This design comes from an exercise in tuning for small area, a short achievable clock period and few clock cycles on the open sky130 flow, not from production work. Only simulation tests tie the RTL to the original design; equivalence was not proved. Power and IR drop assume default switching activity.

01-21:
// zc_demod
module zc_demod (
    input  wire        clk,
    input  wire        rst,
    input  wire        cmd_valid,
    input  wire [31:0] cmd_data,
    output wire        cmd_ready,
    output reg         out_valid,
    output reg  [31:0] out_data,
    output wire [8:0]  status,
    output wire [63:0] sample_count
);
For scale: ~4100 cells after synthesis, ~140 I/O pins, about 53000 um^2 of cells after synthesis.
==> flow/config.mk <==
export PLATFORM = sky130hd
export DESIGN_NAME = zc_demod
export DESIGN_NICKNAME = zc_demod
export VERILOG_FILES = /design/flow/design.v
export SDC_FILE = /design/flow/constraint.sdc
export NUM_CORES = 4
export LEC_CHECK = 0
export ABC_AREA = 1
export CAP_MARGIN = 20
export CORE_MARGIN = 2
export CORE_UTILIZATION = 40
export CTS_CLUSTER_DIAMETER = 85
export CTS_CLUSTER_SIZE = 27
export PLACE_DENSITY = 0.6
export SLEW_MARGIN = 20
export SYNTH_HIERARCHICAL = 1
==> flow/constraint.sdc <==
create_clock -name core_clock -period 15.0 [get_ports {clk}]
set_input_delay 3.0000 -clock core_clock [delete_from_list [all_inputs] [get_ports {clk}]]
set_output_delay 3.0000 -clock core_clock [all_outputs]
set_load 0.01 [all_outputs]
standard.sh (not shown) runs the stock make flow with config.mk's settings and CLKGATE_MAP_FILE= SYNTH_SCRIPT=/design/flow/synth_recipe.tcl, a recipe that flattens the netlist after the stock synthesis.
==> flow/flow/run.sh <==
#!/bin/bash
# Standard layout (standard synthesis, floorplan, place, CTS, route), with
# repair_timing asked for more setup slack than the clock period needs, so
# that it shortens the critical paths, and port buffers that it can size.
set -euo pipefail
bash standard.sh finish SETUP_SLACK_MARGIN=10.45 "BUFFER_PORTS_ARGS=-buffer_cell sky130_fd_sc_hd__buf_2" > make_finish.log 2>&1
Testbench counts of 01-21, summed over its fixed seeds: cycles 390,972.
--- input diff 01-21..05-08 ---
==> flow/flow/run.sh <==
#!/bin/bash
# Standard layout (standard synthesis, floorplan, place, CTS, route), with
# repair_timing asked for more setup slack than the clock period needs, so
# that it shortens the critical paths, and port buffers that it can size.
set -euo pipefail
bash standard.sh finish SETUP_SLACK_MARGIN=10.6 "BUFFER_PORTS_ARGS=-buffer_cell sky130_fd_sc_hd__buf_2" > make_finish.log 2>&1
[summary]
- Having completed the whole flow, 05-08 delivered a layout that passed the timing, DRC and antenna checks.
- In the metrics for 01-21 and 05-08, the one carrying the higher number of vias after detailed routing is 05-08.
- Compared to 01-21, the routing of 05-08 uses more wire.
- Of 05-08 and 01-21, it is 05-08 that has the higher proportion of final cell area spent on non-clock buffers.
- Sort 01-21 and 05-08 by global-route wire length before repair, ascending, and 01-21 comes first.
- When 05-08 is measured against 01-21, its maximum number of pins on one net before global-route repair turns out 16 lower.
- The global-route usage in 05-08 was higher than what 01-21 gave.
- Summary: with 01-21 as the reference, total power consumption of the routed design in 05-08 moved up slightly.
- Across both runs, post-route clock period utilization was higher for 05-08 than for 01-21.
- 05-08 -> 01-21: fraction of registers with async set or reset after synthesis delta 0, exact match
- Cmp 01-21 and 05-08 / number of buffers created by CTS / lower: 01-21


== v6 ==
zc_demod again, from the RTL that the note above started with.
## zc_demod
module zc_demod (
    input  wire        clk,
    input  wire        rst,
    input  wire        cmd_valid,
    input  wire [31:0] cmd_data,
    output wire        cmd_ready,
    output reg         out_valid,
    output reg  [31:0] out_data,
    output wire [8:0]  status,
    output wire [63:0] sample_count
);
    localparam [16:0] LAST_IDX = 17'd99999;    
    localparam [1:0] FSM_SEARCH = 2'd0, FSM_LOCKED = 2'd1, FSM_CAPT = 2'd2;
    localparam [1:0] S_IDLE = 2'd0, S_HDR = 2'd1, S_DATA = 2'd2, S_END = 2'd3;
    localparam [1:0] PH_START = 2'd0, PH_ALIGN = 2'd1, PH_RUN = 2'd2;
    function automatic [7:0] cat_id(input [2:0] e);
        case (e)
            3'd0: cat_id = 8'h21;  3'd1: cat_id = 8'h12;
            3'd2: cat_id = 8'h07;  3'd3: cat_id = 8'h33;
            3'd4: cat_id = 8'h44;  3'd5: cat_id = 8'h55;
            3'd6: cat_id = 8'h66;  default: cat_id = 8'h77;
        endcase
    endfunction
    function automatic [7:0] cat_flen(input [2:0] e);
        case (e)
            3'd0: cat_flen = 8'd204;  3'd1: cat_flen = 8'd24;
            3'd2: cat_flen = 8'd20;   3'd3: cat_flen = 8'd18;
            3'd4: cat_flen = 8'd40;   3'd5: cat_flen = 8'd64;
            3'd6: cat_flen = 8'd30;   default: cat_flen = 8'd50;
        endcase
    endfunction
    function automatic [7:0] cat_minl(input [2:0] e);
        case (e)
            3'd0: cat_minl = 8'd20;  3'd1: cat_minl = 8'd8;
            3'd2: cat_minl = 8'd3;   3'd3: cat_minl = 8'd4;
            3'd4: cat_minl = 8'd5;   3'd5: cat_minl = 8'd10;
  ...
Settings: LEC_CHECK=0, ABC_AREA=1, CAP_MARGIN=20, CORE_MARGIN=2, CORE_UTILIZATION=40, CTS_CLUSTER_DIAMETER=85, CTS_CLUSTER_SIZE=27, PLACE_DENSITY=0.6, SLEW_MARGIN=20, SYNTH_HIERARCHICAL=1; clock period 15.0 ns.
==> flow/flow/run.sh <==
#!/bin/bash
# Standard layout (standard synthesis, floorplan, place, CTS, route), with
# repair_timing asked for more setup slack than the clock period needs, so
# that it shortens the critical paths, and port buffers that it can size.
set -euo pipefail
bash standard.sh finish SETUP_SLACK_MARGIN=10.3 "BUFFER_PORTS_ARGS=-buffer_cell sky130_fd_sc_hd__buf_2" > make_finish.log 2>&1
Per the final summary, v6 finished and its layout is clean on timing, DRC and antenna.
Testbench counts of v6, summed over its fixed seeds: cycles 390,972.
Modified inputs, v7 compared to v6
# v6
export LEC_CHECK = 0
export ABC_AREA = 1
export CAP_MARGIN = 20
export CORE_MARGIN = 2
export CORE_UTILIZATION = 40
export CTS_CLUSTER_DIAMETER = 85
export CTS_CLUSTER_SIZE = 27
export PLACE_DENSITY = 0.6
export SLEW_MARGIN = 20
export SYNTH_HIERARCHICAL = 1
create_clock -name core_clock -period 15.0 [get_ports {clk}]
# v7
export LEC_CHECK = 0
export ABC_AREA = 1
export CAP_MARGIN = 20
export CORE_MARGIN = 2
export CORE_UTILIZATION = 30
export CTS_CLUSTER_DIAMETER = 85
export CTS_CLUSTER_SIZE = 27
export PLACE_DENSITY = 0.5
export SLEW_MARGIN = 20
export SYNTH_HIERARCHICAL = 1
create_clock -name core_clock -period 15.0 [get_ports {clk}]
-- flow/flow/run.sh --
<<< v6, line 5
set -euo pipefail
bash standard.sh finish SETUP_SLACK_MARGIN=10.3 "BUFFER_PORTS_ARGS=-buffer_cell sky130_fd_sc_hd__buf_2" > make_finish.log 2>&1
>>> v7, line 5
set -euo pipefail
bash standard.sh finish SETUP_SLACK_MARGIN=10.45 "BUFFER_PORTS_ARGS=-buffer_cell sky130_fd_sc_hd__buf_2" > make_finish.log 2>&1
--- outcome ---
Side by side, final clock period utilization by the worst path turned out lower in v7 than in v6. | internal power summed over all cells | lower: v7 |. Sequential share of layout area, v7 and v6: larger value in v6. When the final numbers for v7 and v6 were put side by side, the critical path depth turned out to be greater in v6. Between v7 and v6, it is v7 whose final worst slack is higher, by 0.10 ns. Power of v6 is on par with v7.

port drivers added, routing unchanged:
No port has a modelled driver above. Below, the same layouts with a new extraction and two added sets of constraints. Step 1 (the two cells are an assumption about what drives the block):
set clk [get_ports {clk}]
set_driving_cell -lib_cell sky130_fd_sc_hd__clkbuf_16 $clk
set_driving_cell -lib_cell sky130_fd_sc_hd__buf_2 [delete_from_list [all_inputs] $clk]
Step 2 also shifts input and output timing later by t, the mid clock arrival at the registers, as if the neighbouring blocks saw the same clock. a / b / c = ideal / step 1 / step 2; a / b = the first two.
run | shift t [ns] | setup slack, ns | hold WS [ns]
01-21 | 0.756 | 10.438 / 10.465 / 9.721 | 0.326 / 0.326 / 0.326
05-08 | 0.750 | 10.395 / 10.428 / 9.678 | 0.318 / 0.318 / 0.318
v6 | 0.764 | 10.307 / 10.364 / 9.600 | 0.313 / 0.313 / 0.313
v7 | 0.776 | 10.409 / 10.462 / 9.685 | 0.319 / 0.319 / 0.319
After both steps setup and hold are still met in every run listed. For v7, which loses most, drivers alone change the setup slack by +0.053 ns; drivers and shift together by -0.724 ns.
